This design comes from an exercise in tuning for small area on the open sky130 flow, not from production work. The RTL was checked by simulation tests, not by an equivalence proof against the original design. Power is estimated from default activity; no workload was simulated.

### design/flow/design.v
module mwf1_crc32 (
    input  wire [31:0] s,
    input  wire [7:0]  b,
    output reg  [31:0] o
);
    integer i;
    reg [31:0] t;
    always @* begin
        t = s ^ {24'd0, b};
        for (i = 0; i < 8; i = i + 1) begin
            if (t[0])
                t = (t >> 1) ^ 32'hEDB88320;
            else
                t = t >> 1;
        end
        o = t;
    end
endmodule
module mwf1_rx (
    input  wire        clk,
    input  wire        rst,
    input  wire        rx_valid,
    input  wire [7:0]  rx_data,
    output wire        rx_ready,
    output wire        tx_valid,
    output wire [7:0]  tx_data,
    input  wire        tx_ready,
    output wire        pay_we,
    output wire [14:0] pay_addr,
    output wire [7:0]  pay_wdata,
    output wire        frm_valid,
    output wire [14:0] frm_len,
    input  wire        frm_ready,
    output wire [1:0]  st_phase,
    output wire [1:0]  st_rx_state
);
    localparam [31:0] FB     = 32'd26928;
    localparam [31:0] MAXLEN = FB + 32'd9;
    localparam [15:0] T_MAGIC = 16'd48;
    localparam [15:0] T_LEN   = 16'd32;
    localparam [15:0] T_PAY   = 16'd40000;
    localparam [15:0] T_CRC   = 16'd32;
    localparam [1:0] PH_RECEIVE  = 2'd1;
    localparam [1:0] PH_DISPATCH = 2'd2;
    localparam [1:0] PH_ACK      = 2'd3;
    localparam [1:0] S_SEEK = 2'd0;
    localparam [1:0] S_LEN  = 2'd1;
    localparam [1:0] S_PAY  = 2'd2;
    localparam [1:0] S_CRC  = 2'd3;
    reg [1:0]  phase;
    reg [1:0]  rx_state;
    reg [7:0]  win [0:3];
    reg [2:0]  win_cnt;
    reg [31:0] fld_acc;
    reg [1:0]  fld_cnt;
    reg [31:0] frm_len_r;
    reg [14:0] pay_cnt;
    reg [31:0] crc;
    reg [15:0] tmr;
    reg [7:0]  ack_q [0:2];
    reg [1:0]  ack_cnt;
    wire rx_fire  = rx_valid && (phase == PH_RECEIVE);
    wire tx_fire  = tx_ready && (ack_cnt != 2'd0);
    wire frm_fire = frm_ready && (phase == PH_DISPATCH);
    wire [31:0] crc_next;
    mwf1_crc32 u_crc (.s(crc), .b(rx_data), .o(crc_next));
    wire [31:0] field = fld_acc | ({24'd0, rx_data} << {fld_cnt, 3'b000});
    wire        len_ok = (field >= 32'd9) && (field <= MAXLEN);
    wire        crc_ok = (field == ~crc);
    wire        pay_last = ({17'd0, pay_cnt} + 32'd1) == frm_len_r;
    reg [7:0] w0, w1, w2, w3;
    always @* begin
        w0 = win[0];
        w1 = win[1];
        w2 = win[2];
        w3 = win[3];
        case (win_cnt)
            3'd0: w0 = rx_data;
            3'd1: w1 = rx_data;
            3'd2: w2 = rx_data;
            default: w3 = rx_data;
        endcase
    end
    wire magic_hit = (win_cnt == 3'd3) &&
                     (w0 == 8'h4D) && (w1 == 8'h57) && (w2 == 8'h46) && (w3 == 8'h31);
    reg [15:0] t_bound;
    always @* begin
        case (rx_state)
            S_SEEK:  t_bound = T_MAGIC;
            S_LEN:   t_bound = T_LEN;
            S_PAY:   t_bound = T_PAY;
            default: t_bound = T_CRC;
        endcase
    end
    wire expire = (phase == PH_RECEIVE) && !rx_valid && (tmr >= t_bound) &&
                  ((rx_state != S_SEEK) || (win_cnt != 3'd0));
    wire [15:0] tmr_inc = (tmr == 16'hFFFF) ? tmr : tmr + 16'd1;
    always @(posedge clk) begin
        if (rst) begin
            phase     <= PH_RECEIVE;
            rx_state  <= S_SEEK;
            win_cnt   <= 3'd0;
            fld_acc   <= 32'd0;
            fld_cnt   <= 2'd0;
            frm_len_r <= 32'd0;
            pay_cnt   <= 15'd0;
            crc       <= 32'hFFFFFFFF;
            tmr       <= 16'd0;
            ack_cnt   <= 2'd0;
        end else begin
            case (phase)
                PH_RECEIVE: begin
                    if (rx_fire) begin
                        tmr <= tmr_inc;
                        case (rx_state)
                            S_SEEK: begin
                                tmr <= 16'd0;
                                if (win_cnt == 3'd3) begin
                                    if (magic_hit) begin
                                        win_cnt  <= 3'd0;
                                        fld_acc  <= 32'd0;
                                        fld_cnt  <= 2'd0;
                                        rx_state <= S_LEN;
                                    end else begin
                                        win[0] <= w1;
                                        win[1] <= w2;
                                        win[2] <= w3;
                                    end
                                end else begin
                                    win[0]  <= w0;
                                    win[1]  <= w1;
                                    win[2]  <= w2;
                                    win[3]  <= w3;
                                    win_cnt <= win_cnt + 3'd1;
                                end
                            end
                            S_LEN: begin
                                if (fld_cnt == 2'd3) begin
                                    fld_cnt <= 2'd0;
                                    if (len_ok) begin
                                        frm_len_r <= field;
                                        pay_cnt   <= 15'd0;
                                        crc       <= 32'hFFFFFFFF;
                                        rx_state  <= S_PAY;
                                        tmr       <= 16'd0;
                                    end else begin
                                        ack_q[0] <= 8'h45;
                                        ack_q[1] <= 8'h52;
                                        ack_q[2] <= 8'h4C;
                                        ack_cnt  <= 2'd3;
                                        phase    <= PH_ACK;
                                        rx_state <= S_SEEK;
                                        win_cnt  <= 3'd0;
                                        tmr      <= 16'd0;
                                    end
                                end else begin
                                    fld_acc <= field;
                                    fld_cnt <= fld_cnt + 2'd1;
                                end
                            end
                            S_PAY: begin
                                crc     <= crc_next;
                                pay_cnt <= pay_cnt + 15'd1;
                                if (pay_last) begin
                                    fld_acc  <= 32'd0;
                                    fld_cnt  <= 2'd0;
                                    rx_state <= S_CRC;
                                    tmr      <= 16'd0;
                                end
                            end
                            default: begin  
                                if (fld_cnt == 2'd3) begin
                                    fld_cnt  <= 2'd0;
                                    rx_state <= S_SEEK;
                                    win_cnt  <= 3'd0;
                                    tmr      <= 16'd0;
                                    if (crc_ok) begin
                                        phase <= PH_DISPATCH;
                                    end else begin
                                        ack_q[0] <= 8'h45;
                                        ack_q[1] <= 8'h52;
                                        ack_q[2] <= 8'h43;
                                        ack_cnt  <= 2'd3;
                                        phase    <= PH_ACK;
                                    end
                                end else begin
                                    fld_acc <= field;
                                    fld_cnt <= fld_cnt + 2'd1;
                                end
                            end
                        endcase
                    end else if (expire) begin
                        rx_state <= S_SEEK;
                        win_cnt  <= 3'd0;
                        fld_cnt  <= 2'd0;
                        tmr      <= 16'd0;
                    end else begin
                        tmr <= tmr_inc;
                    end
                end
                PH_DISPATCH: begin
                    if (frm_fire) begin
                        ack_q[0] <= 8'h4F;
                        ack_q[1] <= 8'h4B;
                        ack_cnt  <= 2'd2;
                        phase    <= PH_ACK;
                    end
                end
                default: begin  
                    if (tx_fire) begin
                        ack_q[0] <= ack_q[1];
                        ack_q[1] <= ack_q[2];
                        ack_cnt  <= ack_cnt - 2'd1;
                        if (ack_cnt == 2'd1)
                            phase <= PH_RECEIVE;
                    end
                end
            endcase
        end
    end
    assign rx_ready    = (phase == PH_RECEIVE);
    assign tx_valid    = (ack_cnt != 2'd0);
    assign tx_data     = ack_q[0];
    assign pay_we      = rx_fire && (rx_state == S_PAY);
    assign pay_addr    = pay_cnt;
    assign pay_wdata   = rx_data;
    assign frm_valid   = (phase == PH_DISPATCH);
    assign frm_len     = frm_len_r[14:0];
    assign st_phase    = phase;
    assign st_rx_state = rx_state;
endmodule
### design/flow/run.sh
#!/bin/bash
# synth_recipe.tcl (not shown) runs the flow's synth.tcl, then flattens the netlist and writes it again
# the make line also repeats each setting of config.mk as NAME=value (left out here)
make -C /OpenROAD-flow-scripts/flow DESIGN_CONFIG=/design/flow/config.mk WORK_HOME=/design/flow/orfs CLKGATE_MAP_FILE= SYNTH_SCRIPT=/design/flow/synth_recipe.tcl finish
### design/flow/config.mk
export PLATFORM = sky130hd
export DESIGN_NAME = mwf1_rx
export DESIGN_NICKNAME = mwf1_rx
export VERILOG_FILES = /design/flow/design.v
export SDC_FILE = /design/flow/constraint.sdc
export NUM_CORES = 4
export LEC_CHECK = 0
export CAP_MARGIN = 20
export CORE_MARGIN = 2
export CORE_UTILIZATION = 40
export PLACE_DENSITY = 0.6
export SLEW_MARGIN = 20
### design/flow/constraint.sdc
create_clock -name core_clock -period 5.0 [get_ports {clk}]
set_input_delay 1.0000 -clock core_clock [delete_from_list [all_inputs] [get_ports {clk}]]
set_output_delay 1.0000 -clock core_clock [all_outputs]
set_load 0.01 [all_outputs]
==> qor.txt <==
Mean Syn Cell Area - 8.73 µm²
Die height - 166 µm
Hold WS - 0.455 ns
Max Fclk - 0.255 GHz
Crit path capture type - register
RSZ-0062 raised after global routing - false
Post-CTS sizing - 0
Post-DP Area - 11,300 µm²
Crit path max fanout - 24
Ys async rst share - 0%
Post-route cell area - 11,900 µm²
Antenna-violating nets left - 0
Layout cell share with drive strength beyond 1 - 7.60%
VDD IR-drop max - 0.000221 V
H-Tree Depth - 4
Final Power - 3.64 mW
Max Cap Violations - 0
P_leak - 4.27 nW
Total GRT Usage - 22.2%
Area of the mapped netlist - 10,400 µm²
Most frequent cells after synthesis - dfxtp_1 (138), nor2_1 (104), nand2_1 (87)
Via count - 9,092
Finish-stage setup viols - 0
Mapped Cells - 1,196
Synth Flop Type - dfxtp_1
Row count - 59
Crit path launch type - register
Synth warn - 4
CP Cell Sequence - ha_1 -> nand4_1 -> or4_1 -> xnor2_1 -> a2111oi_0 -> nand4_1 -> a211o_1 -> nand2_1 -> buf_4 -> o32ai_1
Largest net degree at the start of global routing - 62
Origin of the critical flop-to-flop path - pay_cnt[0]
Period Utilization, post-route - 78.3%
Min Tclk post-route - 3.92 ns
Clock Pin Slew Worst Setup and Hold Paths - 0.07 ns
Routed len/inst - 19.2 µm
Crit Path Class - register to register
IO Count - 67
Detailed Place HPWL - 20.9 mm
Status - complete, no violations
Initial antenna violation count - 0
P&R area growth vs syn - 13.6%
WP data required - 5.30 ns
Num CTS Buffers - 17
Drt via density - 5.83
CP most frequent cell - nand4_1
GRT overflow - 0
Min-delay src - frm_len_r[18]
Hold Crit Class - register to register
Slew margin rel. - 28.4%
Sw power - 1.04 mW
Worst Tran Pin Value - 1.07 ns
Hold Vio Cnt, Final - 0
Synth top area share - 26.4%
Synth cell types - 76
Starting density of the core - 40.4%
CP startpoint - pay_cnt[0]
Post-synth EDFFs - 44
Slowest CP cell - a2111oi_0
Worst setup margin - 1.08 ns
Inserted Diodes - 0
Placeable Area - 25,800 µm²
Setup Skew - 0.0107 ns
First-pass GRT wire length - 47.4 mm
Post-CTS Setup Inserts - 0
Clock Latency Late Sink - 0.44 ns
Top post-synthesis cells by area - dfxtp_1 (26%), edfxtp_1 (13%), xnor2_1 (6.6%), nor2_1 (3.7%), nand2_1 (3.1%)
Clk sinks - 182
Power per cell area - 307 nW/µm²
Cell taking the most area after synthesis - dfxtp_1
IO Port Bufs - 63
CTS max path bufs - 2
DP Worst Slack - 0.690 ns
Die area - 27,400 µm²
Root Buffer Master - clkbuf_16
Hold-fix buffers, CTS - 0
Worst EP arrival - 4.21 ns
Initial DRC Count - 925
RePlAce Congestion - 0.888
Crit-path max cell delay - 0.59 ns
Internal - 2.60 mW
Drt first pass iters - 7
CTS tree - yes
Vias in the first global route - 8,446
Reg power frac - 44.4%
Register bit count reported by yosys - 182
Clock power frac - 38.1%
Die Wd - 166 µm
Setup TNS - 0 ns
DRC viols - 0
WL final - 30.0 mm
Register area share after synthesis - 39.1%
Max Slew Vio Count - 0
Sw Share - 28.6%
Combinational Power Share - 17.5%
Top-count cell post-synth - dfxtp_1
Final net count - 1,243
==> metrics by stage <==
step                      util [%]  instances
final                         45.9       1559
after global routing          45.9       1559
after CTS                     45.9       1559
after detailed placement      43.5       1527
after global placement        43.5       1527
after floorplan                  -       1197
==> layout make-up <==
type / count / area [µm²]
Clock buffer: 20 / 478
Clock inverter: 12 / 134
Fill cell: 2548 / 14000
Inverter: 49 / 184
Multi-Input combinational cell: 867 / 5700
Sequential cell: 182 / 4080
Tap cell: 335 / 419
Timing Repair Buffer: 94 / 871
==> worst paths after layout <==
kind | slack [ns] | to | depth (start not counted)
max | 1.08 | fld_acc[7] | 10
min | 0.46 | frm_len_r[18] | 1
max reg2reg | 1.08 | fld_acc[7] | 10
min reg2reg | 0.46 | frm_len_r[18] | 1
==> state kept, by name (all words and copies together), names as in the netlist <==
signal	flops
phase	2
ack_q	12
fld_cnt	2
pay_cnt	15
ack_cnt	2
rx_state	2
fld_acc	32
win_cnt	3
win	32
crc	32
frm_len_r	32
tmr	16
==> cells in the final DEF (no fill, tap or decap), types with 7 or more instances in the layout <==
cell	count
a22o_1	12
clkdlybuf4s50_1	62
clkbuf_16	18
a222oi_1	8
dfxtp_1	138
a211oi_1	18
nand4_1	21
a31oi_1	50
nor3_1	43
inv_1	49
o21ai_0	34
a21oi_1	55
o22ai_1	36
nor4_1	25
nand3_1	20
o31a_1	7
edfxtp_1	44
nand2_1	87
and3_1	11
a21o_1	14
mux2i_1	31
ha_1	19
mux2_2	8
and2_1	24
xnor2_1	78
nor2_1	104
nand2b_1	22
buf_4	30
xor2_1	27
or4_1	7
nor2b_1	9
==> cells by family (layout without fill, tap and decap cells) <==
logic type,after synthesis,in the layout,share of synthesized area (%)
mux,40,40,3.98
other cells,2,3,0.0719
xor+xnor,107,107,9.12
buf+inv,148,175,6.65
simple gates,414,414,20.6
fa+ha+maj,19,19,2.28
flops,182,182,39.1
compound gates,284,284,18.2
==> power by group through the flow <==
stage / registers (mW) / logic, mW / clock network, mW
after floorplan: 1.64 / 0.491 / 0
after global placement: 1.65 / 0.619 / 0
after detailed placement: 1.65 / 0.628 / 0
after CTS: 1.62 / 0.632 / 1.42
after global routing: 1.62 / 0.690 / 1.49
final: 1.62 / 0.636 / 1.39
==> critical path: cells and delay by family, from the launching register on <==
family | cells | cell delay [ns]
adder cells (fa/ha/maj) | 1 | 0.49
XOR/XNOR | 1 | 0.17
AND/OR/NAND/NOR | 4 | 1.23
AO/OA/AOI/OAI | 3 | 1.10
flip-flops | 1 | 0.52
buffers and inverters | 1 | 0.27
==> layer usage <==
layer  vias up  wire length (µm)  GRT usage, %
met5         -                 0             0
met4         0               495          6.74
met3        37              1600          3.60
met2       299             13600          34.7
met1      4391             14200          31.4
li1       4365                 -             -

[re-timing with driven ports]
No port has a modelled driver above. Below, the same layout with a new extraction and two added sets of constraints. Step 1: set_driving_cell puts a clkbuf_16 on clk and a buf_2 on each other input, an assumption about the parent block. Step 2 moves the port delays by t, midway between the first and last clock arrival at a register: inputs arrive t later, outputs are due t later. That takes back most of the time a late clock gives input paths. Three values: no drivers, after step 1, after step 2; two values: the first two.
t, ns: 0.479
setup slack, ns: 1.083 / 1.083 / 0.654
clock arrival spread, ns: 0.012 / 0.012
cell pins on the clock port's net: 1
After both steps setup and hold are still met in this run. The setup slack of this run moves by 0.000 ns with the drivers and by -0.429 ns with both steps.
